What follows belongs to an exercise in optimizing a design on an open flow for small area, a short achievable clock period and few clock cycles; a production flow would make more cautious choices.
In this exercise RTL edits were held to simulation tests only and were not proved equivalent to the original.
The flow treats the clock pin as an ideal source, which a real chip does not have.
Power figures rest on the tool's default switching activity, not on a simulated workload.

==> flow/design.v <==
module blabel2_enc (
    input  wire        clk,
    input  wire        rst,
    input  wire        reg_wr,
    input  wire [7:0]  reg_addr,
    input  wire [31:0] reg_wdata,
    output wire [31:0] reg_rdata,
    output wire        busy,
    output wire        done,
    output wire        error,
    output wire        pix_req,
    output wire [15:0] pix_x,
    output wire [15:0] pix_y,
    input  wire        pix_ack,
    input  wire [7:0]  pix_r,
    input  wire [7:0]  pix_g,
    input  wire [7:0]  pix_b,
    output wire        out_valid,
    output reg  [7:0]  out_data,
    output wire        out_last,
    input  wire        out_ready
);
    localparam [7:0] A_CTRL    = 8'h00;
    localparam [7:0] A_CFG     = 8'h04;
    localparam [7:0] A_WIDTH   = 8'h08;
    localparam [7:0] A_HEIGHT  = 8'h0C;
    localparam [7:0] A_STATUS  = 8'h10;
    localparam [7:0] A_ERRINFO = 8'h14;
    localparam [2:0] P_IDLE  = 3'd0;
    localparam [2:0] P_PRE   = 3'd1;
    localparam [2:0] P_G     = 3'd2;
    localparam [2:0] P_LEN   = 3'd3;
    localparam [2:0] P_LEAD  = 3'd4;
    localparam [2:0] P_IMG   = 3'd5;
    localparam [2:0] P_TRAIL = 3'd6;
    localparam [2:0] P_TERM  = 3'd7;    
    reg  [3:0]  cfg_tape;
    reg         cfg_autocut;
    reg         cfg_inverse;
    reg  [15:0] width_r;
    reg  [15:0] height_r;
    reg         st_done;
    reg  [1:0]  st_errcode;
    reg  [15:0] info_h;
    reg  [3:0]  info_t;
    wire        j_autocut = sh[0];    
    reg         j_inverse;
    reg  [7:0]  j_img;
    wire [15:0] j_width = info_h;
    wire        j_cal   = info_t[3];
    reg  [2:0]  phase;
    reg  [3:0]  pos;
    reg         shfull;
    reg  [15:0] col;
    reg  [10:0] cnt;         
    reg  [8:0]  sh;
    wire [4:0] h_img5 = height_r[7:3];
    reg        tape_hit;
    always @(*) begin
        case (cfg_tape[2:0])
            3'd0:       tape_hit = (h_img5 == 5'd4);
            3'd1, 3'd2: tape_hit = (h_img5 == 5'd6)  || (h_img5 == 5'd7);
            3'd3, 3'd4: tape_hit = (h_img5 == 5'd8)  || (h_img5 == 5'd10);
            3'd5, 3'd6: tape_hit = (h_img5 == 5'd12) || (h_img5 == 5'd14);
            default:    tape_hit = (h_img5 == 5'd16);
        endcase
    end
    wire h_mult8  = (height_r[2:0] == 3'd0);
    wire is_cal   = (cfg_tape == 4'd8);
    wire bad_tape = cfg_tape[3] && (cfg_tape[2:0] != 3'd0);
    wire cal_ok   = (height_r[15:11] == 5'd0) &&
                    (height_r[10:3] != 8'd0) && (height_r[10:3] <= 8'd251);
    wire tape_ok  = (height_r[15:8] == 8'd0) && tape_hit;
    wire job_ok   = h_mult8 && !cfg_tape[3] ? tape_ok : (is_cal && h_mult8 && cal_ok);
    wire active = (phase != P_IDLE);
    assign busy  = active;
    assign done  = st_done;
    assign error = (st_errcode != 2'd0);
    wire   more    = (col != j_width);
    wire   fbusy   = (phase[2:1] != 2'b00) && more;
    assign pix_req = fbusy && !(shfull && cnt[0]);
    assign pix_x   = col;
    assign pix_y   = {5'd0, cnt};
    wire [7:0] img_byte = cnt[0] ? sh[8:1] : sh[7:0];
    wire [7:0] fill     = {8{j_inverse}};
    wire [7:0] len_byte = j_cal ? (j_img + 8'd4) : 8'h0F;
    reg [7:0] pre_byte;
    always @(*) begin
        pre_byte = 8'h00;
        if (cnt[9]) begin
            case (cnt[3:0])
                4'd0:  pre_byte = 8'h1B;
                4'd1:  pre_byte = 8'h40;
                4'd2:  pre_byte = 8'h1B;
                4'd3:  pre_byte = 8'h69;
                4'd4:  pre_byte = 8'h53;
                4'd5:  pre_byte = 8'h1B;
                4'd6:  pre_byte = 8'h69;
                4'd7:  pre_byte = 8'h4D;
                4'd8:  pre_byte = j_autocut ? 8'h40 : 8'h00;    
                4'd9:  pre_byte = 8'h1B;
                4'd10: pre_byte = 8'h69;
                4'd11: pre_byte = 8'h64;
                4'd12: pre_byte = 8'h14;
                default: pre_byte = 8'h00;
            endcase
        end
    end
    wire pre_end = cnt[9] && cnt[3] && cnt[2] && cnt[0];    
    always @(*) begin
        case (phase)
            P_PRE:   out_data = pre_byte;
            P_G:     out_data = 8'h47;
            P_LEN:   out_data = len_byte;
            P_IMG:   out_data = img_byte;
            P_TERM:  out_data = pos[0] ? 8'h1A : 8'h5A;
            default: out_data = fill;
        endcase
    end
    assign out_valid = active && (phase != P_IMG || shfull);
    assign out_last  = (phase == P_TERM) && pos[0];
    wire emit  = out_valid && out_ready;
    wire fetch = pix_req && pix_ack;
    wire ink   = (pix_r < 8'd150);
    blabel2_rd u_rd (
        .addr   (reg_addr),
        .cfg    ({cfg_inverse, cfg_autocut, cfg_tape}),
        .width  (width_r),
        .height (height_r),
        .status ({st_errcode, 1'b0, error, st_done, active}),
        .err    (error),
        .info_h (info_h),
        .info_t (info_t),
        .rdata  (reg_rdata)
    );
    wire start = reg_wr && (reg_addr == A_CTRL) && reg_wdata[0] && !active;
    wire        lead_zero = !j_cal && j_img[4];
    wire [2:0]  lead_sum  = pos[2:0] + j_img[3:1];
    wire        lead_end  = j_cal ? (pos[2:0] == 3'd4) : (lead_sum == 3'd0);
    wire [10:0] cnt_inc  = cnt + 11'd1;
    wire [15:0] col_inc  = col + 16'd1;
    wire        col_end  = (cnt[2:0] == 3'd7) && (cnt_inc[10:3] == j_img);
    wire        img_last = (cnt[10:3] == 8'd0);
    wire        rec_end  = (phase == P_IMG) ? (img_last && (j_cal || pos == 4'd15))
                                            : (pos == 4'd15);
    wire [2:0]  next_rec = more ? P_G : P_TERM;
    always @(posedge clk) begin
        if (rst) begin
            cfg_tape    <= 4'd0;
            cfg_autocut <= 1'b0;
            cfg_inverse <= 1'b0;
            width_r     <= 16'd0;
            height_r    <= 16'd0;
            st_done     <= 1'b0;
            st_errcode  <= 2'd0;
            phase       <= P_IDLE;
        end else begin
            if (reg_wr) begin
                case (reg_addr)
                    A_CFG: begin
                        cfg_tape    <= reg_wdata[3:0];
                        cfg_autocut <= reg_wdata[4];
                        cfg_inverse <= reg_wdata[5];
                    end
                    A_WIDTH:  width_r  <= reg_wdata[15:0];
                    A_HEIGHT: height_r <= reg_wdata[15:0];
                    default: ;
                endcase
            end
            if (start) begin
                st_done <= 1'b0;
                if (job_ok) begin
                    st_errcode <= 2'd0;
                    phase      <= P_PRE;
                end else
                    st_errcode <= bad_tape ? 2'd1 : 2'd2;
            end else if (emit) begin
                case (phase)
                    P_PRE:   if (pre_end) phase <= next_rec;
                    P_G:     phase <= P_LEN;
                    P_LEN:   phase <= lead_zero ? P_IMG : P_LEAD;
                    P_LEAD:  if (lead_end) phase <= P_IMG;
                    P_IMG:   if (img_last)
                                 phase <= rec_end ? next_rec : P_TRAIL;
                    P_TRAIL: if (rec_end) phase <= next_rec;
                    P_TERM:  if (pos[0]) begin
                                 phase   <= P_IDLE;
                                 st_done <= 1'b1;
                             end
                    default: ;
                endcase
            end
        end
    end
    always @(posedge clk) begin
        if (start) begin
            info_t    <= cfg_tape;
            info_h    <= job_ok ? width_r : height_r;
            sh[0]     <= cfg_autocut;
            j_inverse <= cfg_inverse;
            j_img     <= height_r[10:3];
            cnt       <= 11'd112;
            col       <= 16'd0;
            shfull    <= 1'b0;
        end else begin
            if (emit) begin
                if (phase == P_LEN || phase == P_PRE || rec_end)
                    pos <= 4'd0;
                else
                    pos <= pos + 4'd1;
            end
            if (emit && phase == P_IMG)
                shfull <= 1'b0;
            else if (fetch && cnt[2:0] == 3'd7)
                shfull <= 1'b1;
            if (emit && phase == P_PRE) begin
                cnt <= pre_end ? 11'd0 : cnt_inc;
            end else if (fetch) begin
                sh <= {sh[7:0], ink};
                if (col_end) begin
                    cnt <= 11'd0;
                    col <= col_inc;
                end else
                    cnt <= cnt_inc;
            end
        end
    end
endmodule
module blabel2_rd (
    input  wire [7:0]  addr,
    input  wire [5:0]  cfg,
    input  wire [15:0] width,
    input  wire [15:0] height,
    input  wire [5:0]  status,
    input  wire        err,
    input  wire [15:0] info_h,
    input  wire [3:0]  info_t,
    output wire [31:0] rdata
);
    genvar g;
    wire n76, n51, n04, w10, x42e, z3;
    blabel2_g_nor2  u_n76  (.a(addr[7]), .b(addr[6]), .y(n76));             
    blabel2_g_nor2  u_n51  (.a(addr[5]), .b(addr[1]), .y(n51));             
    blabel2_g_nor2  u_n04  (.a(addr[0]), .b(addr[4]), .y(n04));             
    blabel2_g_nor2b u_w10  (.a(addr[0]), .bn(addr[4]), .y(w10));            
    blabel2_g_and3b u_x42e (.an(addr[3]), .b(addr[2]), .c(err), .y(x42e));  
    blabel2_g_inv   u_z3   (.a(addr[3]), .y(z3));                           
    wire [15:0] mwh;     
    wire [5:0]  mse;     
    wire [3:0]  it_e;    
    generate
        for (g = 0; g < 16; g = g + 1) begin : g_mwh
            blabel2_g_mux2i u_m (.s(addr[2]), .a0(width[g]), .a1(height[g]), .y(mwh[g]));
        end
        for (g = 0; g < 4; g = g + 1) begin : g_ite
            blabel2_g_and2 u_e (.a(err), .b(info_t[g]), .y(it_e[g]));
        end
        for (g = 0; g < 3; g = g + 1) begin : g_mse
            blabel2_g_mux2i u_m (.s(addr[2]), .a0(status[g]), .a1(it_e[g]), .y(mse[g]));
        end
    endgenerate
    blabel2_g_nand2  u_mse3 (.a(addr[2]), .b(it_e[3]), .y(mse[3]));         
    blabel2_g_nand2b u_mse4 (.an(addr[2]), .b(status[4]), .y(mse[4]));      
    blabel2_g_nand2b u_mse5 (.an(addr[2]), .b(status[5]), .y(mse[5]));
    wire [1:0] swh_n, sei_n;
    wire       slo_n, sse_n;
    blabel2_g_nand4 u_swh0 (.a(n76), .b(n51), .c(n04), .d(addr[3]), .y(swh_n[0]));  
    blabel2_g_nand4 u_swh1 (.a(n76), .b(n51), .c(n04), .d(addr[3]), .y(swh_n[1]));
    blabel2_g_nand3 u_slo  (.a(n76), .b(n51), .c(n04), .y(slo_n));                   
    blabel2_g_nand4 u_sse  (.a(n76), .b(n51), .c(w10), .d(z3), .y(sse_n));           
    blabel2_g_nand4 u_sei0 (.a(n76), .b(n51), .c(w10), .d(x42e), .y(sei_n[0]));      
    blabel2_g_nand4 u_sei1 (.a(n76), .b(n51), .c(w10), .d(x42e), .y(sei_n[1]));
    generate
        for (g = 0; g < 6; g = g + 1) begin : g_lo6
            wire mc, mm_n;
            blabel2_g_nand2 u_c (.a(addr[2]), .b(cfg[g]), .y(mc));
            blabel2_g_mux2  u_m (.s(addr[3]), .a0(mc), .a1(mwh[g]), .x(mm_n));
            blabel2_g_o22ai u_o (.a1(slo_n), .a2(mm_n), .b1(sse_n), .b2(mse[g]), .y(rdata[g]));
        end
        for (g = 6; g < 16; g = g + 1) begin : g_wh
            blabel2_g_nor2 u_o (.a(swh_n[g / 8]), .b(mwh[g]), .y(rdata[g]));
        end
        for (g = 16; g < 32; g = g + 1) begin : g_ei
            blabel2_g_nor2b u_o (.a(sei_n[g / 24]), .bn(info_h[g - 16]), .y(rdata[g]));
        end
    endgenerate
endmodule
module blabel2_g_inv (input wire a, output wire y);
    assign y = ~a;
endmodule
module blabel2_g_and2 (input wire a, b, output wire y);
    assign y = a & b;
endmodule
module blabel2_g_nand2 (input wire a, b, output wire y);
    assign y = ~(a & b);
endmodule
module blabel2_g_nand2b (input wire an, b, output wire y);
    assign y = ~(~an & b);
endmodule
module blabel2_g_nor2 (input wire a, b, output wire y);
    assign y = ~(a | b);
endmodule
module blabel2_g_nor2b (input wire a, bn, output wire y);
    assign y = ~(a | ~bn);
endmodule
module blabel2_g_and3b (input wire an, b, c, output wire y);
    assign y = ~an & b & c;
endmodule
module blabel2_g_nand4 (input wire a, b, c, d, output wire y);
    assign y = ~(a & b & c & d);
endmodule
module blabel2_g_mux2i (input wire s, a0, a1, output wire y);
    assign y = ~(s ? a1 : a0);
endmodule
module blabel2_g_nand3 (input wire a, b, c, output wire y);
    assign y = ~(a & b & c);
endmodule
module blabel2_g_mux2 (input wire s, a0, a1, output wire x);
    assign x = s ? a1 : a0;
endmodule
module blabel2_g_o22ai (input wire a1, a2, b1, b2, output wire y);
    assign y = ~((a1 | a2) & (b1 | b2));
endmodule
==> flow/flow/run.sh <==
#!/bin/bash
# Own layout flow: the standard ORFS flow (standard.sh) with
#  - synthesis through flow/synth.tcl (per-module ABC scripts, hierarchy kept
#    through ABC and flattened after, as synth_recipe.tcl does),
#  - port buffers of a given cell (BUFFER_PORTS_ARGS) instead of the default,
#  - clock tree options (CTS_ARGS) in place of ORFS's, and a post-CTS step
#    (flow/post_cts.tcl, if present) that upsizes clock buffers with slow edges.
# The make output goes to flow_make.log; ORFS keeps each step's log under orfs/logs.
set -euo pipefail
here=$(pwd)
export OWN_ABC_SCRIPT=$here/flow/abc_area.script

export OWN_CLK_SLEW_LIMIT_PS=90
bash standard.sh SYNTH_SCRIPT=$here/flow/synth.tcl SYNTH_HIERARCHICAL=1 \
  "BUFFER_PORTS_ARGS=-buffer_cell sky130_fd_sc_hd__buf_1" \
  "CTS_ARGS=-sink_clustering_enable -repair_clock_nets -buf_list sky130_fd_sc_hd__clkbuf_4 -dont_use_dummy_load"  "SETUP_SLACK_MARGIN=5.1" "POST_CTS_TCL=$here/flow/post_cts.tcl" \
  finish > $here/flow_make.log 2>&1
==> flow/flow/abc_area.script <==
strash
ifraig
scorr
dc2
strash
dch -f
amap
topo
==> flow/flow/post_cts.tcl <==
# After CTS: upsize any clock buffer whose output slew (placement parasitics)
# exceeds a limit, so every flip-flop clock pin keeps a fast edge, then
# legalize the placement again.
estimate_parasitics -placement
set limit [expr {$::env(OWN_CLK_SLEW_LIMIT_PS) * 1e-3}]
set resized 0
foreach inst [get_cells -filter "ref_name == sky130_fd_sc_hd__clkbuf_4"] {
  set out [get_pins -of_objects $inst -filter "direction == output"]
  if {[get_property $out slew_max] > $limit} {
    replace_cell $inst [get_lib_cells sky130_fd_sc_hd__clkbuf_8]
    incr resized
  }
}
puts "own post-CTS hook: upsized $resized clock buffers"
if {$resized > 0} {
  detailed_placement
  estimate_parasitics -placement
}
==> flow/flow/synth.tcl <==
# The standard flow's synthesis (synth_recipe.tcl) with one change: ABC maps every module
# with the area-oriented script OWN_ABC_SCRIPT instead of ORFS's speed script
# (the register read port is written as one-gate modules, each mapped on its
# own). Registers are mapped before ABC runs, so they are the same as the standard flow's.
proc synth {args} { yosys synth -nofsm -noshare {*}$args }
proc abc {args} {
  set i [lsearch -exact $args -script]
  set args [lreplace $args [expr {$i+1}] [expr {$i+1}] $::env(OWN_ABC_SCRIPT)]
  yosys abc {*}$args
}
source $::env(SCRIPTS_DIR)/synth.tcl
# left out here: clear keep_hierarchy, flatten, clean up, hide names made inside functions, write 1_2_yosys.v
==> flow/standard.sh <==
#!/bin/bash
# synth_recipe.tcl (not shown) runs the flow's synth.tcl, then flattens the netlist and writes it again
# the make line also repeats each setting of config.mk as NAME=value (left out here)
make -C /OpenROAD-flow-scripts/flow DESIGN_CONFIG=/design/flow/config.mk WORK_HOME=/design/flow/orfs CLKGATE_MAP_FILE= SYNTH_SCRIPT=/design/flow/synth_recipe.tcl "${@:-finish}"
==> flow/config.mk <==
export PLATFORM = sky130hd
export DESIGN_NAME = blabel2_enc
export DESIGN_NICKNAME = blabel2_enc
export VERILOG_FILES = /design/flow/design.v
export SDC_FILE = /design/flow/constraint.sdc
export NUM_CORES = 4
export LEC_CHECK = 0
export CAP_MARGIN = 20
export CORE_MARGIN = 2
export CORE_UTILIZATION = 40
export SLEW_MARGIN = 20
==> flow/constraint.sdc <==
create_clock -name core_clock -period 10.0 [get_ports {clk}]
set_input_delay 2.0000 -clock core_clock [delete_from_list [all_inputs] [get_ports {clk}]]
set_output_delay 2.0000 -clock core_clock [all_outputs]
set_load 0.01 [all_outputs]
==> reports/results.ini, run 1 <==
[outcome]
status = complete, no violations

[placement]
portBuffers = 108
place.gp.congestion = 0.9059
hpwl_mm = 12.75
dp_slack_ns = 4.309

[routing]
wl_per_cell_um = 16.78
drtAntennaViolNets = 0
vias_per_cell = 5.482
drc = 0
drt_iter0_drc = 511
firstDrtPassIters = 5
vias = 5866
wl_mm = 17.95

[grt]
grt_first_pass_wirelength_mm = 28.25
grt_max_degree = 57
grt_util_all_layers_pct = 22.38
first_global_vias = 5389
grt_antenna_before_repair = 0
grt-ovfl-total = 0

[worst_hold_path]
min_from = sh[7]
worst_hold_path_type = flip-flop to flip-flop

[logic_synthesis]
synth_edf_count = 42
synth_seq_cells = 114
synth-seq-area-share_pct = 45.26
synth_top_family_by_area = compound AO/OA/AOI/OAI gates
synthCells = 740
yosysWarnings = 7
synth_xor_area_share_pct = 0
ys_types = 47
synth_area_mm2 = 0.005971
synthAdderAreaFrac_pct = 2.431
avgSynthCellArea_um2 = 8.069
synth_ff_type = dfxtp_1
synth_compound_area_share_pct = 23.18
async_flop_share_pct = 0
muxShareOfSynthArea_pct = 0
yosys.area_share.simple_pct = 22.46

[setup_path]
critPathRequiredTime_ns = 8.00
critPathLaunchType = input pin
cp-end-kind = primary output
crit_fanout = 6
path_class = input pin to primary output
cp_common_cell = buf_12
crit_start = reg_addr[2]
regToRegStartpoint = cnt[1]
critPathSlowestCell = o22ai_4
cp_data_arrival_time_ns = 3.01
cp_top_family = buffers and inverters
crit_buf_inv = 4
slowest_delay_ns = 0.16
cp_cell_sequence = clkbuf_16, buf_12, buf_12, o22ai_4, nand2_1, o21ai_2, o22ai_1, buf_2

[floorplan]
core_area_mm2 = 0.01453
fp.dieH_um = 126.2
ios = 147
die_w_um = 126.2
row_count = 44
die-area_mm2 = 0.01592
initial_utilization_pct = 41.08

[run]
cap_violations = 0

[sta]
whs_ns = 0.4686
timing.final.max_slew_violations = 0
relSlewSlack_pct = 48.72
fmax_ghz = 0.1997
finalSetupViolCount = 0
rsz0062_at_grt = yes
fin_crit_sh_pct = 50.08
hold_viol_final = 0
setup_slack_ns = 4.992
post-route-min-period_ns = 5.008
fin_setup_tns_ns = 0
fin_skew_ns = 0.02898
worstMarginPinSlew_ns = 0.7645

[final_layout]
area_delta_synth_final_pct = 23.51
seqCellArea_mm2 = 0.002713
multi_input_area_mm2 = 0.003162
layout-drive-gt1-share_pct = 13.88
fillers = 1436
num-nets-final = 968
diodes = 0

[clock_tree]
clk_latency_ns = 0.41
cts_tree = done
cts.sinks = 114
clk_pin_slew_ns = 0.08

[pwr]
p_leak_nw = 2.749
p_total_uw = 806.6
power.density_mw_per_mm2 = 109.4
ir_drop_uv = 59.73

cell usage after synthesis, types with 2 or more instances:
master / number / area, um2
a2111oi_0: 2 / 17.52
a211oi_1: 12 / 90.09
a21oi_1: 55 / 275.3
a221oi_1: 3 / 26.28
a22o_1: 2 / 17.52
a22oi_1: 24 / 180.2
a31oi_1: 5 / 31.28
and2_0: 5 / 31.28
and3_1: 6 / 37.54
buf_4: 5 / 37.54
clkinv_1: 95 / 356.6
dfxtp_1: 72 / 1441
edfxtp_1: 42 / 1261
ha_1: 10 / 125.1
nand2_1: 66 / 247.7
nand2b_1: 4 / 25.02
nand3_1: 9 / 45.04
nand4_1: 10 / 62.56
nor2_1: 130 / 488.0
nor2b_1: 21 / 131.4
nor3_1: 22 / 110.1
nor4_1: 9 / 56.30
o2111ai_1: 2 / 17.52
o211ai_1: 2 / 15.01
o21a_1: 2 / 15.01
o21ai_0: 49 / 245.2
o221a_1: 8 / 90.09
o221ai_1: 4 / 35.03
o22ai_1: 34 / 212.7
o32ai_1: 4 / 35.03
or2_0: 5 / 31.28
or3_1: 4 / 25.02
or4_1: 3 / 22.52
cells by family after synthesis:
group	count (synthesis)
buffers and inverters	100
other	1
and+or+nand+nor	297
AOI/OAI and AO/OA	217
adders and majority gates	11
DFF	114
report_power, final:
group	switching [mW]	internal [mW]
clock network	0.149	0.104
registers	0.00320	0.481
logic	0.0406	0.0290
placed cells by master (no fill, tap or decap), drive strengths merged, types with 2 or more instances in the layout:
cell       n
dfxtp     72
o2111ai    2
a221oi     3
conb       5
o32ai      4
a22oi     24
nor4       9
nor2b     21
nand4     10
inv        5
clkinv    89
nand2b     4
ha        10
edfxtp    42
a2111oi    2
a22o       2
and3       6
buf      122
o221a      8
a21oi     55
o21ai     49
o221ai     4
a211oi    12
a31oi      5
or4        3
o21a       2
nand2     66
o211ai     2
o22ai     34
clkbuf    23
nor3      22
and2       5
nand3      9
or3        4
bufbuf     2
or2        5
nor2     130
Yosys stat by module (local to each module, per instance), excerpt:
module           flops+latches  times used  cell area (um2)
blabel2_g_nand2              0           7            3.754
blabel2_g_nand3              0           1            5.005
blabel2_g_o22ai              0           6            6.256
blabel2_enc                114           1             5401
blabel2_g_nor2               0          13            3.754
blabel2_g_and3b              0           1            7.507
blabel2_g_mux2i              0          19            10.01
blabel2_g_and2               0           4            6.256
through the flow:
| stage | cell area (um2) | cells | util, % |
|---|---|---|---|
| floorplan | 6010 | 744 | - |
| global placement | 6651 | 1036 | 45.76 |
| detailed placement | 6651 | 1036 | 45.76 |
| global route | 7375 | 1070 | 50.74 |
| finish | 7375 | 1070 | 50.74 |
final cells by class:
cell class	count	area share (%)
Tap cell	184	3.122
Multi-Input combinational cell	530	42.87
Clock buffer	17	2.240
Sequential cell	114	36.78
Timing Repair Buffer	130	10.10
Inverter	95	4.886
flip-flops by register name (all words and copies together), names as in the netlist:
register and count:
st_done 1, height_r 16, j_img 8, cfg_tape 4, pos 4, info_h 16, j_inverse 1, phase 3
cfg_autocut 1, cfg_inverse 1, width_r 16, cnt 11, shfull 1, st_errcode 2, info_t 4, sh 9
col 16
worst paths after layout:
path | slack [ns] | cells after the start | to
max | 4.99 | 8 | reg_rdata[4]
min | 0.47 | 0 | sh[8]
max reg2reg | 5.39 | 31 | col[15]
min reg2reg | 0.47 | 0 | sh[8]
routing by layer:
layer	wire (um)	vias up	global-route usage, %	share of wire (%)
li1	-	2948	-	-
met1	8347	2691	31.35	46
met2	8166	215	33.87	45
met3	1309	12	6.797	7.3
met4	128	0	5.688	0.71
met5	0	-	0	0
Testbench counts, summed over its fixed seeds: cycles 240,949.
==> run 2, diff against run 1 <==
--- a/flow/flow/run.sh
+++ b/flow/flow/run.sh
@@ -10,8 +10,8 @@
 here=$(pwd)
 export OWN_ABC_SCRIPT=$here/flow/abc_area.script
 
-export OWN_CLK_SLEW_LIMIT_PS=90
+export OWN_CLK_SLEW_LIMIT_PS=105
 bash standard.sh SYNTH_SCRIPT=$here/flow/synth.tcl SYNTH_HIERARCHICAL=1 \
   "BUFFER_PORTS_ARGS=-buffer_cell sky130_fd_sc_hd__buf_1" \
-  "CTS_ARGS=-sink_clustering_enable -repair_clock_nets -buf_list sky130_fd_sc_hd__clkbuf_4 -dont_use_dummy_load"  "SETUP_SLACK_MARGIN=5.1" "POST_CTS_TCL=$here/flow/post_cts.tcl" \
+  "CTS_ARGS=-sink_clustering_enable -repair_clock_nets -buf_list sky130_fd_sc_hd__clkbuf_4 -dont_use_dummy_load"  "POST_CTS_TCL=$here/flow/post_cts.tcl" \
   finish > $here/flow_make.log 2>&1
--- a/flow/config.mk
+++ b/flow/config.mk
@@ -8,4 +8,5 @@
 export CAP_MARGIN = 20
 export CORE_MARGIN = 2
 export CORE_UTILIZATION = 40
+export SETUP_SLACK_MARGIN = 4.9
 export SLEW_MARGIN = 20
==> reports/results.ini, run 2 <==
[setup_path]
cp-end-kind = primary output
rr_worst_depth = 31  ; unchanged
crit_fanout = 25  ; +19
reg2reg_slack_ns = 5.36  ; -0.03 ns
path_class = input pin to primary output
critPathRequiredTime_ns = 8.00  ; about the same
r2r_end = col[15]
crit_path_end = reg_rdata[22]
critPathLaunchType = input pin
cp_data_arrival_time_ns = 2.99  ; -0.02 ns
crit_start = reg_addr[2]
regToRegStartpoint = cnt[0]

[final_layout]
final_cells = 1064  ; -0.56%
fillers = 1506  ; +4.9%
area_delta_synth_final_pct = 16.97
layout-drive-gt1-share_pct = 7.841  ; -6.0 points
layout_commonest_cell = nor2_1
fin_util_pct = 48.05  ; -2.7 points
num-nets-final = 962  ; -0.62%
fin_area_mm2 = 0.006984  ; -5.3%
diodes = 0  ; unchanged
layout_common_cells = nor2_1 (121), buf_1 (102), clkinv_1 (92), dfxtp_1 (68), nand2_1 (66)

[grt]
grt_first_pass_wirelength_mm = 27.26  ; -3.5%
grt_util_all_layers_pct = 21.56  ; -0.81 points
grt_max_degree = 51  ; -11%
first_global_vias = 5120  ; -5.0%
grt-ovfl-total = 0  ; unchanged
grt_antenna_before_repair = 0  ; unchanged

[pwr]
p_total_uw = 772.5  ; -4.2%
p_leak_nw = 2.440  ; -11%
power.density_mw_per_mm2 = 110.6  ; +1.1%
ir_drop_uv = 61.98  ; +3.8%

[floorplan]
ios = 147  ; unchanged
row_count = 44  ; unchanged
die-area_mm2 = 0.01592  ; unchanged
core_area_mm2 = 0.01453  ; unchanged
die_w_um = 126.2  ; unchanged
fp.dieH_um = 126.2  ; unchanged
initial_utilization_pct = 41.08  ; unchanged

[logic_synthesis]
avgSynthCellArea_um2 = 8.069  ; unchanged
async_flop_share_pct = 0  ; unchanged
synthMostInstantiatedCell = nor2_1
synth.largest_area_cell = dfxtp_1
synth_ff_type = dfxtp_1
synth_edf_count = 42  ; unchanged
synth_seq_cells = 114  ; unchanged
synthCells = 740  ; unchanged
yosysWarnings = 7  ; unchanged
ys_types = 47  ; unchanged
synth_top_area_share_pct = 24.14  ; unchanged
synth_area_leaders = dfxtp_1 (24%), edfxtp_1 (21%), nor2_1 (8.2%)
netlist_top_cells_count = nor2_1 (130), clkinv_1 (95), dfxtp_1 (72)
synth_area_mm2 = 0.005971  ; unchanged
synth-seq-area-share_pct = 45.26  ; unchanged

[sta]
hold_viol_final = 0  ; unchanged
fin_skew_ns = 0.02837  ; -0.0006030 ns
timing.final.max_slew_violations = 0  ; unchanged
finalSetupViolCount = 0  ; unchanged
relSlewSlack_pct = 45.87  ; -2.8 points
fin_setup_tns_ns = 0  ; unchanged
post-route-min-period_ns = 4.993  ; -0.01481 ns
fin_crit_sh_pct = 49.93  ; -0.15 points
whs_ns = 0.4788  ; +0.01019 ns
setup_slack_ns = 5.007  ; +0.01481 ns
fmax_ghz = 0.2003  ; +0.30%
rsz0062_at_grt = yes
worstMarginPinSlew_ns = 0.8069  ; +0.04244 ns

[routing]
firstDrtPassIters = 7  ; +2
vias = 5838  ; -0.48%
wl_mm = 17.43  ; -2.9%
wl_per_cell_um = 16.38  ; -2.4%
vias_per_cell = 5.487  ; about the same
drtAntennaViolNets = 0  ; unchanged
drc = 0  ; unchanged
drt_iter0_drc = 627  ; +23%

[worst_hold_path]
worst_hold_path_type = flip-flop to flip-flop

[placement]
place_area_mm2 = 0.006651  ; unchanged
dp.cells = 1036  ; unchanged
place.gp.congestion = 0.8589  ; -5.2%
portBuffers = 108  ; unchanged
hpwl_mm = 12.63  ; -0.94%
dp_slack_ns = 4.016  ; -0.2925 ns

[clock_tree]
cts.sinks = 114  ; unchanged
clk_latency_ns = 0.41  ; about the same
clk_pin_slew_ns = 0.09  ; about the same
cts_tree = done

[run]
cap_violations = 0  ; unchanged

[outcome]
status = complete, no violations

-- run 2: logic make-up after synthesis --
kind of cell	Yosys count	synth area share [%]
simple gates	297	22.46
compound gates	217	23.18
flops	114	45.26
buf+inv	100	6.601
fa+ha+maj	11	2.431
other cells	1	0.06281
-- run 2: how the worst min path moves through the flow --
| stage | start | end | cells after the start | slack [ns] |
|---|---|---|---|---|
| 2_1_floorplan | cfg_inverse | j_inverse | 0 | 0.43 |
| 3_3_place_gp | cfg_inverse | j_inverse | 0 | 0.45 |
| 3_5_place_dp | cfg_inverse | j_inverse | 0 | 0.47 |
| 5_1_grt | height_r[0] | height_r[0] | 2 | 0.50 |
| 6_report | height_r[15] | height_r[15] | 2 | 0.48 |
-- run 2: layer usage --
metal	wire, um	global-route usage [%]	vias to the layer above
met5	0	0	-
met4	162	5.365	0
met3	1197	4.715	17
met2	7492	31.34	216
met1	8576	32.51	2667
li1	-	-	2938
-- run 2: critical path, stage by stage --
cell	delay (ns)
clkbuf_16	0.17
nand2_1	0.06
nor2_1	0.13
nand4_1	0.10
buf_4	0.19
nor2b_1	0.17
clkbuf_2	0.16
-- run 2: modules after synthesis (local to each module, per instance), excerpt --
module	times used	cells inside	flops+latches
blabel2_g_mux2i	19	2	0
blabel2_g_and2	4	1	0
blabel2_g_nand2b	2	1	0
blabel2_g_and3b	1	2	0
blabel2_g_nor2b	17	1	0
blabel2_g_nand3	1	1	0
blabel2_g_nand4	5	1	0
blabel2_g_nand2	7	1	0
blabel2_g_mux2	6	3	0
blabel2_g_nor2	13	1	0
blabel2_g_inv	1	1	0
blabel2_enc	1	626	114
blabel2_g_o22ai	6	1	0
-- run 2: report_power, final --
part	switching (mW)	internal, mW	total (mW)
logic	0.0348	0.0211	0.0558
registers	0.00452	0.481	0.485
clock network	0.148	0.0833	0.232
-- run 2: final cells by class --
cell class                 count  area [um2]  share of cell area (%)
clock buffer                  17       133.9                   1.917
inverter                      95       360.3                   5.159
sequential                   114        2710                   38.80
timing repair buffer         124       556.8                   7.972
multi-input combinational    530        2993                   42.85
tap                          184       230.2                   3.296
==> run 3, diff against run 2 <==
--- a/flow/config.mk
+++ b/flow/config.mk
@@ -7,6 +7,7 @@
 export LEC_CHECK = 0
 export CAP_MARGIN = 20
 export CORE_MARGIN = 2
-export CORE_UTILIZATION = 40
+export CORE_UTILIZATION = 50
+export GPL_ROUTABILITY_DRIVEN = 0
 export SETUP_SLACK_MARGIN = 4.9
 export SLEW_MARGIN = 20
==> reports/results.ini, run 3 <==
[routing]
drc = 0  ; unchanged
firstDrtPassIters = 5  ; -2
wl_mm = 17.35  ; -0.42%
wl_per_cell_um = 17.00  ; +3.8%
drtAntennaViolNets = 0  ; unchanged
drt_iter0_drc = 472  ; -25%
vias = 5995  ; +2.7%
vias_per_cell = 5.872  ; +7.0%

[worst_hold_path]
min_from = sh[4]
worst_hold_path_type = flip-flop to flip-flop
hold_end = sh[5]
min_path_cells = 0  ; -2

[sta]
setup_slack_ns = 4.990  ; -0.01700 ns
fmax_ghz = 0.1996  ; -0.34%
finalSetupViolCount = 0  ; unchanged
worstMarginPinSlew_ns = 0.7621  ; -0.04481 ns
relSlewSlack_pct = 48.88  ; +3.0 points
hold_viol_final = 0  ; unchanged
post-route-min-period_ns = 5.010  ; +0.01700 ns
fin_crit_sh_pct = 50.10  ; +0.17 points
timing.final.max_slew_violations = 0  ; unchanged
fin_skew_ns = 0.03444  ; +0.006065 ns
rsz0062_at_grt = no
fin_setup_tns_ns = 0  ; unchanged

[grt]
first_global_vias = 5492  ; +7.3%
grt-ovfl-total = 0  ; unchanged
grt_max_degree = 58  ; +14%
grt_first_pass_wirelength_mm = 27.19  ; -0.25%
grt_antenna_before_repair = 0  ; unchanged
grt_util_all_layers_pct = 26.90  ; +5.3 points

[final_layout]
fin_util_pct = 60.06  ; +12 points
layout-drive-gt1-share_pct = 6.720  ; -1.1 points
layout_common_cells = nor2_1 (124), buf_1 (105), clkinv_1 (92), dfxtp_1 (70), nand2_1 (66)
layout_commonest_cell = nor2_1
diodes = 0  ; unchanged
final_cells = 1021  ; -4.0%
multi_input_area_mm2 = 0.002992  ; about the same
seqCellArea_mm2 = 0.002708  ; about the same
area_delta_synth_final_pct = 15.84
num-nets-final = 960  ; -0.21%
fillers = 1066  ; -29%

[setup_path]
cp_common_cell = nor2b_1
critPathSlowestCell = nor2b_1
critPathRequiredTime_ns = 8.00  ; about the same
crit_fanout = 8  ; -68%
cp-end-kind = primary output
r2r_end = col[15]
path_class = input pin to primary output
slowest_delay_ns = 0.24  ; +0.05 ns
regToRegStartpoint = cnt[0]
cp_data_arrival_time_ns = 3.01  ; +0.02 ns
critPathLaunchType = input pin
rr_worst_depth = 31  ; unchanged
reg2reg_slack_ns = 5.36  ; about the same
cp_cell_sequence = buf_1, nor2b_1, nand4_1, buf_4, nor2b_1, clkbuf_2

[placement]
dp_slack_ns = 3.992  ; -0.02479 ns
hpwl_mm = 12.47  ; -1.2%
dp.cells = 994  ; -4.1%
portBuffers = 108  ; unchanged

[logic_synthesis]
netlist_top_cells_count = nor2_1 (130), clkinv_1 (95), dfxtp_1 (72)
synth_edf_count = 42  ; unchanged
yosysWarnings = 7  ; unchanged
synth_top_area_share_pct = 24.14  ; unchanged
synth_ff_type = dfxtp_1
ys_types = 47  ; unchanged
synth-seq-area-share_pct = 45.26  ; unchanged
synth_seq_cells = 114  ; unchanged
synthMostInstantiatedCell = nor2_1
synth_area_leaders = dfxtp_1 (24%), edfxtp_1 (21%), nor2_1 (8.2%)
synthCells = 740  ; unchanged
synth.largest_area_cell = dfxtp_1
avgSynthCellArea_um2 = 8.069  ; unchanged
async_flop_share_pct = 0  ; unchanged
synth_area_mm2 = 0.005971  ; unchanged

[floorplan]
initial_utilization_pct = 51.85  ; +11 points
die-area_mm2 = 0.01283  ; -19%
ios = 147  ; unchanged
row_count = 39  ; -11%
core_area_mm2 = 0.01152  ; -21%
fp.dieH_um = 113.3  ; -10%
die_w_um = 113.3  ; -10%

[pwr]
ir_drop_uv = 69.01  ; +11%
p_leak_nw = 2.441  ; about the same
power.density_mw_per_mm2 = 112.4  ; +1.6%
p_total_uw = 777.4  ; +0.63%

[clock_tree]
clk_pin_slew_ns = 0.07  ; -0.02 ns
cts.sinks = 114  ; unchanged
cts_tree = done
clk_latency_ns = 0.43  ; +0.02 ns

[run]
cap_violations = 0  ; unchanged

[outcome]
status = complete, no violations

## run 3: cell counts after synthesis
Identical to the previous run, type by type.
## run 3: how the worst max path moves through the flow
stage	end	startpoint	cells after the start	slack [ns]
final	reg_rdata[19]	reg_addr[4]	6	4.99
after global routing	col[15]	cnt[0]	31	4.89
after detailed placement	reg_rdata[19]	reg_addr[2]	6	3.99
after global placement	reg_rdata[16]	reg_addr[2]	6	4.04
after floorplan	phase[0]	reg_addr[4]	7	3.89
## run 3: cell families after synthesis
kind of cell             count (synthesis)  synth area share [%]
AND/OR/NAND/NOR                        297                 22.46
AO/OA/AOI/OAI                          217                 23.18
flip-flops                             114                 45.26
buffers and inverters                  100                 6.601
adder cells (fa/ha/maj)                 11                 2.431
other                                    1               0.06281
## run 3: worst max-delay path: cells and delay by family
kind | cells | cell delay, ns
simple gates | 3 | 0.53
buf+inv | 3 | 0.48
## run 3: per-module statistics from Yosys, one instance, submodules excluded, excerpt
module / cell area (um2) / flops+latches
blabel2_g_nand4: 6.256 / 0
blabel2_g_nand2b: 6.256 / 0
blabel2_g_and3b: 7.507 / 0
blabel2_g_nor2b: 6.256 / 0
blabel2_g_mux2i: 10.01 / 0
blabel2_g_nand3: 5.005 / 0
blabel2_g_nor2: 3.754 / 0
blabel2_g_inv: 3.754 / 0
blabel2_g_nand2: 3.754 / 0
## run 3: per-stage QoR
| step | hold WS (ns) | cell area (um2) |
|---|---|---|
| global route | 0.4934 | 6917 |
| finish | 0.4816 | 6917 |
| global placement | 0.4619 | 6593 |
| detailed placement | 0.4697 | 6593 |
| floorplan | 0.4303 | 6010 |
## run 3: per-layer routing
layer	track usage, %	part of all wire [%]	routed length (um)	vias to the layer above
li1	-	-	-	2934
met1	35.89	45	7855	2806
met2	44.03	47	8225	234
met3	5.410	5.9	1017	21
met4	8.780	1.5	257	0
met5	0	0	0	-
## run 3: final cells by class
cell class	instances	area share [%]
multi-input combinational	530	43.25
sequential	114	39.15
timing repair buffer	122	7.779
inverter	95	5.210
tap	143	2.587
clock buffer	17	2.026
## run 3: where the power goes
| part | leakage (nW) | switching [mW] | internal [mW] |
|---|---|---|---|
| sequential | 0.974 | 0.00486 | 0.481 |
| clock | 0.0834 | 0.150 | 0.0872 |
| combinational | 1.38 | 0.0346 | 0.0198 |
==> run 4, diff against run 3 <==
--- a/flow/flow/run.sh
+++ b/flow/flow/run.sh
@@ -10,7 +10,7 @@
 here=$(pwd)
 export OWN_ABC_SCRIPT=$here/flow/abc_area.script
 
-export OWN_CLK_SLEW_LIMIT_PS=105
+export OWN_CLK_SLEW_LIMIT_PS=90
 bash standard.sh SYNTH_SCRIPT=$here/flow/synth.tcl SYNTH_HIERARCHICAL=1 \
   "BUFFER_PORTS_ARGS=-buffer_cell sky130_fd_sc_hd__buf_1" \
   "CTS_ARGS=-sink_clustering_enable -repair_clock_nets -buf_list sky130_fd_sc_hd__clkbuf_4 -dont_use_dummy_load"  "POST_CTS_TCL=$here/flow/post_cts.tcl" \
--- a/flow/config.mk
+++ b/flow/config.mk
@@ -7,7 +7,6 @@
 export LEC_CHECK = 0
 export CAP_MARGIN = 20
 export CORE_MARGIN = 2
-export CORE_UTILIZATION = 50
-export GPL_ROUTABILITY_DRIVEN = 0
+export CORE_UTILIZATION = 40
 export SETUP_SLACK_MARGIN = 4.9
 export SLEW_MARGIN = 20
==> reports/results.ini, run 4 <==
[grt]
grt_first_pass_wirelength_mm = 27.24  ; +0.20%
use_met2_pct = 31.34  ; -13 points
gr-usage-met1_pct = 32.51  ; -3.4 points
grt-ovfl-total = 0  ; unchanged
first_global_vias = 5106  ; -7.0%
grt_antenna_before_repair = 0  ; unchanged
grt_util_all_layers_pct = 21.54  ; -5.4 points
grt_max_degree = 51  ; -12%
grt_busiest_layer = met1
met3_usage_pct = 4.715  ; -0.69 points

[sta]
finalSetupViolCount = 0  ; unchanged
whs_ns = 0.4798  ; -0.001793 ns
fin_setup_tns_ns = 0  ; unchanged
relSlewSlack_pct = 46.59  ; -2.3 points
fin_skew_ns = 0.02331  ; -0.01113 ns
worstMarginPinSlew_ns = 0.7962  ; +0.03408 ns
setup_slack_ns = 5.002  ; +0.01250 ns
post-route-min-period_ns = 4.998  ; -0.01250 ns
timing.final.max_slew_violations = 0  ; unchanged
fin_crit_sh_pct = 49.98  ; -0.12 points
hold_viol_final = 0  ; unchanged
fmax_ghz = 0.2001  ; +0.25%
rsz0062_at_grt = yes

[routing]
vias_per_cell = 5.499  ; -6.3%
vias = 5851  ; -2.4%
wl_mm = 17.43  ; +0.42%
drt_iter0_drc = 568  ; +20%
drc = 0  ; unchanged
drtAntennaViolNets = 0  ; unchanged
wl_per_cell_um = 16.38  ; -3.6%
firstDrtPassIters = 5  ; unchanged

[logic_synthesis]
synth_area_mm2 = 0.005971  ; unchanged
synth_area_leaders = dfxtp_1 (24%), edfxtp_1 (21%), nor2_1 (8.2%)
async_flop_share_pct = 0  ; unchanged
synth-seq-area-share_pct = 45.26  ; unchanged
synth.largest_area_cell = dfxtp_1
synth_seq_cells = 114  ; unchanged
synthMostInstantiatedCell = nor2_1
synth_top_area_share_pct = 24.14  ; unchanged
yosysWarnings = 7  ; unchanged
synth_edf_count = 42  ; unchanged
synthCells = 740  ; unchanged
ys_types = 47  ; unchanged
avgSynthCellArea_um2 = 8.069  ; unchanged
netlist_top_cells_count = nor2_1 (130), clkinv_1 (95), dfxtp_1 (72)
synth_ff_type = dfxtp_1

[clock_tree]
clk_latency_ns = 0.40  ; -0.03 ns
clk_pin_slew_ns = 0.09  ; +0.02 ns
cts.sinks = 114  ; unchanged
cts_tree = done

[pwr]
ir_drop_uv = 75.50  ; +9.4%
p_leak_nw = 2.445  ; +0.17%
p_total_uw = 782.5  ; +0.66%
power.density_mw_per_mm2 = 111.8  ; -0.49%

[placement]
dp_slack_ns = 4.016  ; +0.02479 ns
portBuffers = 108  ; unchanged
place.gp.congestion = 0.8589
hpwl_mm = 12.63  ; +1.3%

[worst_hold_path]
min_path_cells = 2  ; +2
worst_hold_path_type = flip-flop to flip-flop
min_from = height_r[15]
hold_end = height_r[15]

[setup_path]
reg2reg_slack_ns = 5.37  ; about the same
regToRegStartpoint = cnt[0]
crit_start = reg_addr[2]
r2r_end = col[15]
cp_data_arrival_time_ns = 3.00  ; about the same
cp-end-kind = primary output
crit_fanout = 25  ; +17
rr_worst_depth = 31  ; unchanged
critPathLaunchType = input pin
critPathRequiredTime_ns = 8.00  ; about the same
path_class = input pin to primary output

[run]
cap_violations = 0  ; unchanged

[final_layout]
num-nets-final = 962  ; +0.21%
area_delta_synth_final_pct = 17.18
layout_commonest_cell = nor2_1
layout_common_cells = nor2_1 (121), buf_1 (102), clkinv_1 (92), dfxtp_1 (68), nand2_1 (66)
diodes = 0  ; unchanged
layout-drive-gt1-share_pct = 7.841  ; +1.1 points
fin_util_pct = 48.14  ; -12 points
fillers = 1502  ; +41%

[outcome]
status = complete, no violations

[floorplan]
row_count = 44  ; +13%
fp.dieH_um = 126.2  ; +11%
core_area_mm2 = 0.01453  ; +26%
die_w_um = 126.2  ; +11%
initial_utilization_pct = 41.08  ; -11 points
die-area_mm2 = 0.01592  ; +24%
ios = 147  ; unchanged

-- run 4: cell counts after synthesis --
No cell type changed its count.
-- run 4: stage by stage --
stage	std cells	area [um2]
floorplan	744	6010
global placement	1036	6651
detailed placement	1036	6651
global route	1064	6997
finish	1064	6997
-- run 4: metal layers --
layer,wire length [um],part of all wire [%]
met1,8489,49
met4,119,0.68
met2,7550,43
met3,1268,7.3
met5,0,0
-- run 4: layout make-up --
class,count,area (um2),area share (%)
repair buffers,124,556.8,7.958
inverters,95,360.3,5.150
multi-input cells,530,2993,42.78
flip-flops and latches,114,2710,38.73
clock buffers,17,146.4,2.092
well taps,184,230.2,3.290
-- run 4: logic make-up (layout without fill, tap and decap cells) --
| family | count (synthesis) | after routing | share of synthesized area, % |
|---|---|---|---|
| AOI/OAI and AO/OA | 217 | 217 | 23.18 |
| adders and majority gates | 11 | 11 | 2.431 |
| and+or+nand+nor | 297 | 297 | 22.46 |
| buffers and inverters | 100 | 236 | 6.601 |
| DFF | 114 | 114 | 45.26 |
| other | 1 | 5 | 0.06281 |
-- run 4: report_power, final --
part | total [mW] | switching, mW | internal (mW)
sequential | 0.485 | 0.00450 | 0.481
combinational | 0.0559 | 0.0348 | 0.0211
clock | 0.241 | 0.150 | 0.0917
total | 0.783 | 0.189 | 0.593
-- run 4: per-module statistics from Yosys, one instance, submodules excluded, excerpt --
module / copies in the design / cells inside / flip-flops and latches / area, um2
blabel2_g_mux2i: 19 / 2 / 0 / 10.01
blabel2_g_nand4: 5 / 1 / 0 / 6.256
blabel2_g_and3b: 1 / 2 / 0 / 7.507
blabel2_g_and2: 4 / 1 / 0 / 6.256
blabel2_g_nor2: 13 / 1 / 0 / 3.754
blabel2_g_o22ai: 6 / 1 / 0 / 6.256
blabel2_enc: 1 / 626 / 114 / 5401
blabel2_g_inv: 1 / 1 / 0 / 3.754
blabel2_g_nand2b: 2 / 1 / 0 / 6.256
-- run 4: worst max path at each step --
| stage | to | slack, ns | cells after the start |
|---|---|---|---|
| 2_1_floorplan | phase[0] | 3.89 | 7 |
| 3_3_place_gp | reg_rdata[22] | 4.06 | 6 |
| 3_5_place_dp | reg_rdata[22] | 4.02 | 6 |
| 5_1_grt | reg_rdata[22] | 4.90 | 7 |
| 6_report | reg_rdata[22] | 5.00 | 7 |
-- run 4: worst max-delay path, stage by stage --
cell	delay [ns]
clkbuf_16	0.17
nand2_1	0.06
nor2_1	0.13
nand4_1	0.10
buf_4	0.20
nor2b_1	0.17
clkbuf_2	0.16
==> run 5, diff against run 4 <==
--- a/flow/config.mk
+++ b/flow/config.mk
@@ -8,5 +8,5 @@
 export CAP_MARGIN = 20
 export CORE_MARGIN = 2
 export CORE_UTILIZATION = 40
-export SETUP_SLACK_MARGIN = 4.9
+export SETUP_SLACK_MARGIN = 4.95
 export SLEW_MARGIN = 20
==> reports/results.ini, run 5 <==
[setup_path]
crit_fanout = 18  ; -28%
critPathLaunchType = input pin
critPathRequiredTime_ns = 8.00  ; about the same
cp_data_arrival_time_ns = 2.96  ; -0.04 ns
cp-end-kind = primary output
path_class = input pin to primary output

[outcome]
status = complete, no violations

[logic_synthesis]
synth_area_mm2 = 0.005971  ; unchanged
synth_edf_count = 42  ; unchanged
ys_types = 47  ; unchanged
netlist_top_cells_count = nor2_1 (130), clkinv_1 (95), dfxtp_1 (72)
synth_seq_cells = 114  ; unchanged
async_flop_share_pct = 0  ; unchanged
synthCells = 740  ; unchanged
synth_top_area_share_pct = 24.14  ; unchanged
synth_area_leaders = dfxtp_1 (24%), edfxtp_1 (21%), nor2_1 (8.2%)
synthMostInstantiatedCell = nor2_1
synth-seq-area-share_pct = 45.26  ; unchanged
yosysWarnings = 7  ; unchanged
synth.largest_area_cell = dfxtp_1
synth_ff_type = dfxtp_1
avgSynthCellArea_um2 = 8.069  ; unchanged

[run]
cap_violations = 0  ; unchanged

[sta]
timing.final.max_slew_violations = 0  ; unchanged
finalSetupViolCount = 0  ; unchanged
rsz0062_at_grt = yes
fin_setup_tns_ns = 0  ; unchanged
relSlewSlack_pct = 47.00  ; +0.41 points
fmax_ghz = 0.2016  ; +0.73%
fin_crit_sh_pct = 49.61  ; -0.36 points
fin_skew_ns = 0.02302  ; -0.0002968 ns
worstMarginPinSlew_ns = 0.7901  ; -0.006055 ns
post-route-min-period_ns = 4.961  ; -0.03643 ns
hold_viol_final = 0  ; unchanged

[grt]
grt_util_all_layers_pct = 21.75  ; +0.22 points
first_global_vias = 5155  ; +0.96%
grt_antenna_before_repair = 0  ; unchanged
grt_busiest_layer = met1
met3_usage_pct = 4.460  ; -0.25 points
grt-ovfl-total = 0  ; unchanged
use_met2_pct = 31.94  ; +0.60 points
grt_max_degree = 43  ; -16%
gr-usage-met1_pct = 32.81  ; +0.30 points
grt_first_pass_wirelength_mm = 27.48  ; +0.86%

[final_layout]
fin_area_mm2 = 0.007018  ; +0.30%
layout-drive-gt1-share_pct = 7.973  ; +0.13 points
num-nets-final = 960  ; -0.21%
layout_common_cells = nor2_1 (120), buf_1 (102), clkinv_1 (92), dfxtp_1 (68), nand2_1 (66)
diodes = 0  ; unchanged
layout_commonest_cell = nor2_1
area_delta_synth_final_pct = 17.54

[pwr]
clkPwrFrac_pct = 30.9  ; about the same
p_int_uw = 593.1  ; about the same
p_sw_uw = 188.8  ; -0.17%
p_leak_nw = 2.449  ; +0.15%
sequentialPowerShare_pct = 62.0  ; about the same
ir_drop_uv = 74.87  ; -0.83%
power.density_mw_per_mm2 = 111.4  ; -0.38%
combPwrFrac_pct = 7.1  ; about the same
p_sw_share_pct = 24.14  ; about the same

[floorplan]
core_area_mm2 = 0.01453  ; unchanged
ios = 147  ; unchanged
fp.dieH_um = 126.2  ; unchanged
die-area_mm2 = 0.01592  ; unchanged
row_count = 44  ; unchanged
die_w_um = 126.2  ; unchanged
initial_utilization_pct = 41.08  ; unchanged

[routing]
wl_per_cell_um = 16.37  ; about the same
firstDrtPassIters = 5  ; unchanged
wl_mm = 17.39  ; -0.22%
vias = 5794  ; -0.97%
vias_per_cell = 5.456  ; -0.79%
drt_iter0_drc = 586  ; +3.2%
drc = 0  ; unchanged
drtAntennaViolNets = 0  ; unchanged

[worst_hold_path]
worst_hold_path_type = flip-flop to flip-flop

[placement]
place.gp.congestion = 0.8589  ; unchanged
portBuffers = 108  ; unchanged
place_area_mm2 = 0.006651  ; unchanged
hpwl_mm = 12.63  ; unchanged

[clock_tree]
cts.sinks = 114  ; unchanged
clk_latency_ns = 0.40  ; about the same
cts_tree = done
clk_pin_slew_ns = 0.08  ; about the same

-- run 5: cell counts after synthesis --
No cell type changed its count.
-- run 5: power by group through the flow --
stage | logic [mW] | clock network [mW] | registers, mW
6_report | 0.0558 | 0.241 | 0.485
5_1_grt | 0.0623 | 0.267 | 0.485
3_5_place_dp | 0.0482 | 0 | 0.496
3_3_place_gp | 0.0479 | 0 | 0.496
2_1_floorplan | 0.0271 | 0 | 0.496
-- run 5: modules after synthesis (local to each module, per instance), a selection --
module,flip-flops and latches,copies in the design
blabel2_enc,114,1
blabel2_g_and2,0,4
blabel2_g_and3b,0,1
blabel2_g_inv,0,1
blabel2_g_mux2,0,6
blabel2_g_mux2i,0,19
blabel2_g_nand2,0,7
blabel2_g_nand3,0,1
blabel2_g_nand4,0,5
blabel2_g_nor2,0,13
blabel2_g_nor2b,0,17
blabel2_g_o22ai,0,6
-- run 5: worst max-delay path, cell delays in order --
cell	delay (ns)
buf_2	0.20
nor2_2	0.15
nand4_1	0.09
buf_4	0.19
nor2b_1	0.16
clkbuf_2	0.16
-- run 5: stage by stage --
step | instances | hold WS (ns) | total power [mW] | setup WS, ns | utilization (%)
floorplan | 744 | 0.4303 | 0.5236 | 3.894 | -
global placement | 1036 | 0.4520 | 0.5442 | 4.060 | 45.76
detailed placement | 1036 | 0.4674 | 0.5445 | 4.016 | 45.76
global route | 1062 | 0.4991 | 0.8144 | 4.933 | 48.29
finish | 1062 | 0.4800 | 0.7819 | 5.039 | 48.29
-- run 5: worst paths after layout --
kind | from | depth (start not counted) | slack, ns | to
hold reg to reg | cfg_inverse | 0 | 0.48 | j_inverse
setup / recovery | reg_addr[3] | 6 | 5.04 | reg_rdata[22]
hold / removal | cfg_inverse | 0 | 0.48 | j_inverse
setup reg to reg | cnt[0] | 31 | 5.41 | col[15]
-- run 5: cells by family (layout without fill, tap and decap cells) --
kind of cell / Yosys count / count (layout) / share of synthesized area (%)
AOI/OAI and AO/OA: 217 / 217 / 23.18
adders and majority gates: 11 / 11 / 2.431
buffers and inverters: 100 / 234 / 6.601
DFF: 114 / 114 / 45.26
other: 1 / 5 / 0.06281
and+or+nand+nor: 297 / 297 / 22.46
-- run 5: area by class of cell --
| cell class | count | area, um2 |
|---|---|---|
| fill | 1499 | 7516 |
| inverter | 95 | 360.3 |
| multi-input combinational | 530 | 3014 |
| sequential | 114 | 2710 |
| timing repair buffer | 122 | 556.8 |
| clock buffer | 17 | 146.4 |
| tap | 184 | 230.2 |
-- run 5: routing by layer --
metal	vias up	routed length, um	share of wire, %
li1	2928	-	-
met1	2649	8492	49
met2	205	7559	43
met3	12	1199	6.9
met4	0	138	0.79
met5	-	0	0
==> run 6, diff against run 5 <==
--- a/flow/flow/run.sh
+++ b/flow/flow/run.sh
@@ -10,7 +10,7 @@
 here=$(pwd)
 export OWN_ABC_SCRIPT=$here/flow/abc_area.script
 
-export OWN_CLK_SLEW_LIMIT_PS=90
+export OWN_CLK_SLEW_LIMIT_PS=100
 bash standard.sh SYNTH_SCRIPT=$here/flow/synth.tcl SYNTH_HIERARCHICAL=1 \
   "BUFFER_PORTS_ARGS=-buffer_cell sky130_fd_sc_hd__buf_1" \
   "CTS_ARGS=-sink_clustering_enable -repair_clock_nets -buf_list sky130_fd_sc_hd__clkbuf_4 -dont_use_dummy_load"  "POST_CTS_TCL=$here/flow/post_cts.tcl" \
--- a/flow/config.mk
+++ b/flow/config.mk
@@ -8,5 +8,5 @@
 export CAP_MARGIN = 20
 export CORE_MARGIN = 2
 export CORE_UTILIZATION = 40
-export SETUP_SLACK_MARGIN = 4.95
+export SETUP_SLACK_MARGIN = 5.0
 export SLEW_MARGIN = 20
==> reports/results.ini, run 6 <==
[run]
cap_violations = 0  ; unchanged

[final_layout]
final_cells = 1062  ; unchanged
num-nets-final = 960  ; unchanged
fillers = 1498  ; -0.067%
layout-drive-gt1-share_pct = 9.909  ; +1.9 points
diodes = 0  ; unchanged
area_delta_synth_final_pct = 18.11
fin_util_pct = 48.52  ; +0.23 points
layout_common_cells = nor2_1 (120), clkinv_1 (90), buf_1 (90), dfxtp_1 (68), nand2_1 (66)
layout_commonest_cell = nor2_1

[placement]
place.gp.congestion = 0.8589  ; unchanged
dp.cells = 1036  ; unchanged
hpwl_mm = 12.63  ; unchanged
portBuffers = 108  ; unchanged

[sta]
worstMarginPinSlew_ns = 0.7905  ; +0.0003564 ns
relSlewSlack_pct = 46.97  ; about the same
hold_viol_final = 0  ; unchanged
rsz0062_at_grt = yes
fin_setup_tns_ns = 0  ; unchanged
timing.final.max_slew_violations = 0  ; unchanged
fmax_ghz = 0.2023  ; +0.35%
finalSetupViolCount = 0  ; unchanged
fin_skew_ns = 0.02396  ; +0.0009402 ns
fin_crit_sh_pct = 49.44  ; -0.17 points
whs_ns = 0.4795  ; -0.0004700 ns
post-route-min-period_ns = 4.944  ; -0.01707 ns

[outcome]
status = complete, no violations

[logic_synthesis]
synth_top_area_share_pct = 24.14  ; unchanged
synth_ff_type = dfxtp_1
yosysWarnings = 7  ; unchanged
async_flop_share_pct = 0  ; unchanged
netlist_top_cells_count = nor2_1 (130), clkinv_1 (95), dfxtp_1 (72)
synthMostInstantiatedCell = nor2_1
synth-seq-area-share_pct = 45.26  ; unchanged
synth_edf_count = 42  ; unchanged
synth.largest_area_cell = dfxtp_1
synth_area_leaders = dfxtp_1 (24%), edfxtp_1 (21%), nor2_1 (8.2%)
synthCells = 740  ; unchanged
avgSynthCellArea_um2 = 8.069  ; unchanged
synth_area_mm2 = 0.005971  ; unchanged
synth_seq_cells = 114  ; unchanged
ys_types = 47  ; unchanged

[grt]
grt_max_degree = 43  ; unchanged
grt_antenna_before_repair = 0  ; unchanged
grt-ovfl-total = 0  ; unchanged
first_global_vias = 5155  ; unchanged
grt_util_all_layers_pct = 21.75  ; unchanged
grt_first_pass_wirelength_mm = 27.48  ; unchanged

[routing]
vias = 5814  ; +0.35%
wl_mm = 17.45  ; +0.33%
vias_per_cell = 5.475  ; +0.35%
drtAntennaViolNets = 0  ; unchanged
firstDrtPassIters = 5  ; unchanged
drc = 0  ; unchanged
wl_per_cell_um = 16.43  ; +0.33%
drt_iter0_drc = 558  ; -4.8%

[setup_path]
crit_fanout = 8  ; -10
cp_data_arrival_time_ns = 2.94  ; -0.02 ns
path_class = input pin to primary output
cp_top_family = buffers and inverters
critPathLaunchType = input pin
critPathSlowestCell = nor2_1
crit_buf_inv = 3  ; unchanged
slowest_delay_ns = 0.20  ; about the same
cp-end-kind = primary output
critPathRequiredTime_ns = 8.00  ; about the same
cp_cell_sequence = buf_1, nor2_1, nand4_1, buf_4, nor2_1, buf_1

[worst_hold_path]
worst_hold_path_type = flip-flop to flip-flop

[floorplan]
die-area_mm2 = 0.01592  ; unchanged
ios = 147  ; unchanged
core_area_mm2 = 0.01453  ; unchanged
fp.dieH_um = 126.2  ; unchanged
initial_utilization_pct = 41.08  ; unchanged
row_count = 44  ; unchanged
die_w_um = 126.2  ; unchanged

[pwr]
p_leak_nw = 2.501  ; +2.1%
power.density_mw_per_mm2 = 110.9  ; -0.47%
ir_drop_uv = 75.31  ; +0.58%

[clock_tree]
cts_tree = done
clk_latency_ns = 0.40  ; about the same
clk_pin_slew_ns = 0.08  ; about the same
cts.sinks = 114  ; unchanged

run 6: cell counts after synthesis:
Identical to the previous run, type by type.
run 6: power by group:
group / internal (mW) / total, mW / switching (mW) / leakage, nW
Combinational: 0.0208 / 0.0560 / 0.0351 / 1.44
Sequential: 0.481 / 0.485 / 0.00413 / 0.975
Clock: 0.0917 / 0.241 / 0.150 / 0.0860
Total: 0.593 / 0.782 / 0.189 / 2.50
run 6: final timing paths:
kind	start	to	slack, ns	cells past startpoint
setup / recovery	reg_addr[0]	reg_rdata[9]	5.06	6
hold / removal	cfg_inverse	j_inverse	0.48	0
setup reg to reg	cnt[1]	col[15]	5.42	31
hold reg to reg	cfg_inverse	j_inverse	0.48	0
run 6: final cells by class:
cell class	instances	area [um2]	area share [%]
well taps	184	230.2	3.265
clock buffers	17	146.4	2.076
inverters	95	364.1	5.163
repair buffers	122	579.3	8.215
flip-flops and latches	114	2710	38.43
multi-input cells	530	3022	42.85
run 6: per-layer routing:
layer	vias up	track usage, %	part of all wire (%)	wire length (um)
li1	2926	-	-	-
met4	0	5.171	0.79	137
met2	213	31.94	44	7639
met3	14	4.460	6.8	1194
met5	-	0	0	0
met1	2661	32.81	49	8475
run 6: modules after synthesis, one instance, submodules excluded, a selection:
| module | flops+latches | cells inside | copies in the design | area [um2] |
|---|---|---|---|---|
| blabel2_g_and3b | 0 | 2 | 1 | 7.507 |
| blabel2_g_and2 | 0 | 1 | 4 | 6.256 |
| blabel2_g_nor2 | 0 | 1 | 13 | 3.754 |
| blabel2_g_mux2 | 0 | 3 | 6 | 12.51 |
| blabel2_g_o22ai | 0 | 1 | 6 | 6.256 |
| blabel2_g_nand2 | 0 | 1 | 7 | 3.754 |
| blabel2_g_nand4 | 0 | 1 | 5 | 6.256 |
| blabel2_g_mux2i | 0 | 2 | 19 | 10.01 |
run 6: stage by stage:
stage | power, mW | instance area (um2) | worst slack (ns)
2_1_floorplan | 0.5236 | 6010 | 3.894
5_1_grt | 0.8144 | 7052 | 4.948
6_report | 0.7820 | 7052 | 5.056
3_5_place_dp | 0.5445 | 6651 | 4.016
3_3_place_gp | 0.5442 | 6651 | 4.060
run 6: cells by family (layout without fill, tap and decap cells):
kind of cell               count (synthesis)  count (layout)  share of synthesized area (%)
other                                      1               5                        0.06281
adders and majority gates                 11              11                          2.431
AOI/OAI and AO/OA                        217             217                          23.18
buffers and inverters                    100             234                          6.601
and+or+nand+nor                          297             297                          22.46
DFF                                      114             114                          45.26
==> run 7, diff against run 6 <==
--- a/flow/flow/run.sh
+++ b/flow/flow/run.sh
@@ -10,7 +10,7 @@
 here=$(pwd)
 export OWN_ABC_SCRIPT=$here/flow/abc_area.script
 
-export OWN_CLK_SLEW_LIMIT_PS=100
+export OWN_CLK_SLEW_LIMIT_PS=90
 bash standard.sh SYNTH_SCRIPT=$here/flow/synth.tcl SYNTH_HIERARCHICAL=1 \
   "BUFFER_PORTS_ARGS=-buffer_cell sky130_fd_sc_hd__buf_1" \
   "CTS_ARGS=-sink_clustering_enable -repair_clock_nets -buf_list sky130_fd_sc_hd__clkbuf_4 -dont_use_dummy_load"  "POST_CTS_TCL=$here/flow/post_cts.tcl" \
==> reports/results.ini, run 7 <==
[floorplan]
die_w_um = 126.2  ; unchanged
row_count = 44  ; unchanged
core_area_mm2 = 0.01453  ; unchanged
initial_utilization_pct = 41.08  ; unchanged
die-area_mm2 = 0.01592  ; unchanged
ios = 147  ; unchanged

[sta]
worstMarginPinSlew_ns = 0.7905  ; unchanged
fin_skew_ns = 0.02396  ; unchanged
fmax_ghz = 0.2023  ; unchanged
finalSetupViolCount = 0  ; unchanged
hold_viol_final = 0  ; unchanged
fin_setup_tns_ns = 0  ; unchanged
whs_ns = 0.4795  ; unchanged
post-route-min-period_ns = 4.944  ; unchanged
timing.final.max_slew_violations = 0  ; unchanged
fin_crit_sh_pct = 49.44  ; unchanged
relSlewSlack_pct = 46.97  ; unchanged
rsz0062_at_grt = yes

[routing]
wl_per_cell_um = 16.43  ; unchanged
drt_iter0_drc = 558  ; unchanged
vias_per_cell = 5.475  ; unchanged
vias = 5814  ; unchanged
drc = 0  ; unchanged
wl_mm = 17.45  ; unchanged
drtAntennaViolNets = 0  ; unchanged
firstDrtPassIters = 5  ; unchanged

[setup_path]
crit_fanout = 8  ; unchanged
cp-end-kind = primary output
critPathRequiredTime_ns = 8.00  ; about the same
critPathLaunchType = input pin
cp_data_arrival_time_ns = 2.94  ; about the same
crit_start = reg_addr[0]
path_class = input pin to primary output

[final_layout]
num-nets-final = 960  ; unchanged
layout_commonest_cell = nor2_1
layout-drive-gt1-share_pct = 9.909  ; unchanged
layout_common_cells = nor2_1 (120), clkinv_1 (90), buf_1 (90), dfxtp_1 (68), nand2_1 (66)
fin_area_mm2 = 0.007052  ; unchanged
area_delta_synth_final_pct = 18.11  ; unchanged

[logic_synthesis]
async_flop_share_pct = 0  ; unchanged
netlist_top_cells_count = nor2_1 (130), clkinv_1 (95), dfxtp_1 (72)
synth.largest_area_cell = dfxtp_1
synth_edf_count = 42  ; unchanged
yosysWarnings = 7  ; unchanged
synth_area_mm2 = 0.005971  ; unchanged
synth-seq-area-share_pct = 45.26  ; unchanged
synthCells = 740  ; unchanged
synth_top_area_share_pct = 24.14  ; unchanged
synth_seq_cells = 114  ; unchanged
synth_ff_type = dfxtp_1
synth_area_leaders = dfxtp_1 (24%), edfxtp_1 (21%), nor2_1 (8.2%)

[pwr]
ir_drop_uv = 75.31  ; unchanged
p_leak_nw = 2.501  ; unchanged
power.density_mw_per_mm2 = 110.9  ; unchanged

[grt]
grt_util_all_layers_pct = 21.75  ; unchanged
first_global_vias = 5155  ; unchanged
grt-ovfl-total = 0  ; unchanged
grt_antenna_before_repair = 0  ; unchanged
grt_first_pass_wirelength_mm = 27.48  ; unchanged
grt_max_degree = 43  ; unchanged

[clock_tree]
clk_pin_slew_ns = 0.08  ; about the same
cts_tree = done
clk_latency_ns = 0.40  ; about the same

[worst_hold_path]
min_path_cells = 0  ; unchanged
min_from = cfg_inverse
worst_hold_path_type = flip-flop to flip-flop

[placement]
hpwl_mm = 12.63  ; unchanged
portBuffers = 108  ; unchanged
place.gp.congestion = 0.8589  ; unchanged
place_area_mm2 = 0.006651  ; unchanged

[outcome]
status = complete, no violations

==> run 7: cell counts in the layout (fill, tap and decap cells not counted) <==
No cell type changed its count.
==> run 7: path summary, 6_finish.rpt <==
kind	slack, ns	to
worst min-delay path	0.48	j_inverse
worst min register to register	0.48	j_inverse
worst max-delay path	5.06	reg_rdata[9]
worst max register to register	5.42	col[15]
==> run 7: critical path, stage by stage <==
cell     delay (ns)
buf_1          0.11
nor2_1         0.20
nand4_1        0.12
buf_4          0.19
nor2_1         0.15
buf_1          0.17
==> run 7: metal layers <==
| layer | up-vias | track usage (%) | wire length (um) |
|---|---|---|---|
| met1 | 2661 | 32.81 | 8475 |
| met4 | 0 | 5.171 | 137 |
| li1 | 2926 | - | - |
| met2 | 213 | 31.94 | 7639 |
| met5 | - | 0 | 0 |
| met3 | 14 | 4.460 | 1194 |
==> run 7: final cells by class <==
class	instances	area [um2]
clock buffer	17	146.4
tap	184	230.2
multi-input combinational	530	3022
inverter	95	364.1
sequential	114	2710
timing repair buffer	122	579.3
fill	1498	7482
==> run 7: Yosys stat by module, one instance, submodules excluded, excerpt <==
module / times used / flip-flops and latches / cells inside / cell area [um2]
blabel2_g_inv: 1 / 0 / 1 / 3.754
blabel2_g_nand3: 1 / 0 / 1 / 5.005
blabel2_g_and3b: 1 / 0 / 2 / 7.507
blabel2_g_nor2: 13 / 0 / 1 / 3.754
blabel2_g_nand4: 5 / 0 / 1 / 6.256
blabel2_g_o22ai: 6 / 0 / 1 / 6.256
blabel2_g_nand2: 7 / 0 / 1 / 3.754
blabel2_enc: 1 / 114 / 626 / 5401
blabel2_g_nand2b: 2 / 0 / 1 / 6.256
blabel2_g_and2: 4 / 0 / 1 / 6.256
==> run 7: stage by stage <==
stage	utilization (%)	std cells	power, mW	setup slack (ns)
global placement	45.76	1036	0.5442	4.060
finish	48.52	1062	0.7820	5.056
global route	48.52	1062	0.8144	4.948
floorplan	-	744	0.5236	3.894
detailed placement	45.76	1036	0.5445	4.016
==> run 7: report_power, final <==
| group | switching (mW) | leakage [nW] | internal [mW] |
|---|---|---|---|
| logic | 0.0351 | 1.44 | 0.0208 |
| registers | 0.00413 | 0.975 | 0.481 |
| clock network | 0.150 | 0.0860 | 0.0917 |
| total | 0.189 | 2.50 | 0.593 |
==> run 7: cells by family after synthesis <==
family,synth area share [%]
compound gates,23.18
fa+ha+maj,2.431
buf+inv,6.601
flops,45.26
other cells,0.06281
simple gates,22.46

Setup slack of run 7, layout unchanged: 5.056 ns with ideal ports, 4.954 ns with driving cells assumed (clock clkbuf_16, inputs buf_2), 4.883 ns with port delays also shifted by the 0.427 ns mid clock arrival.
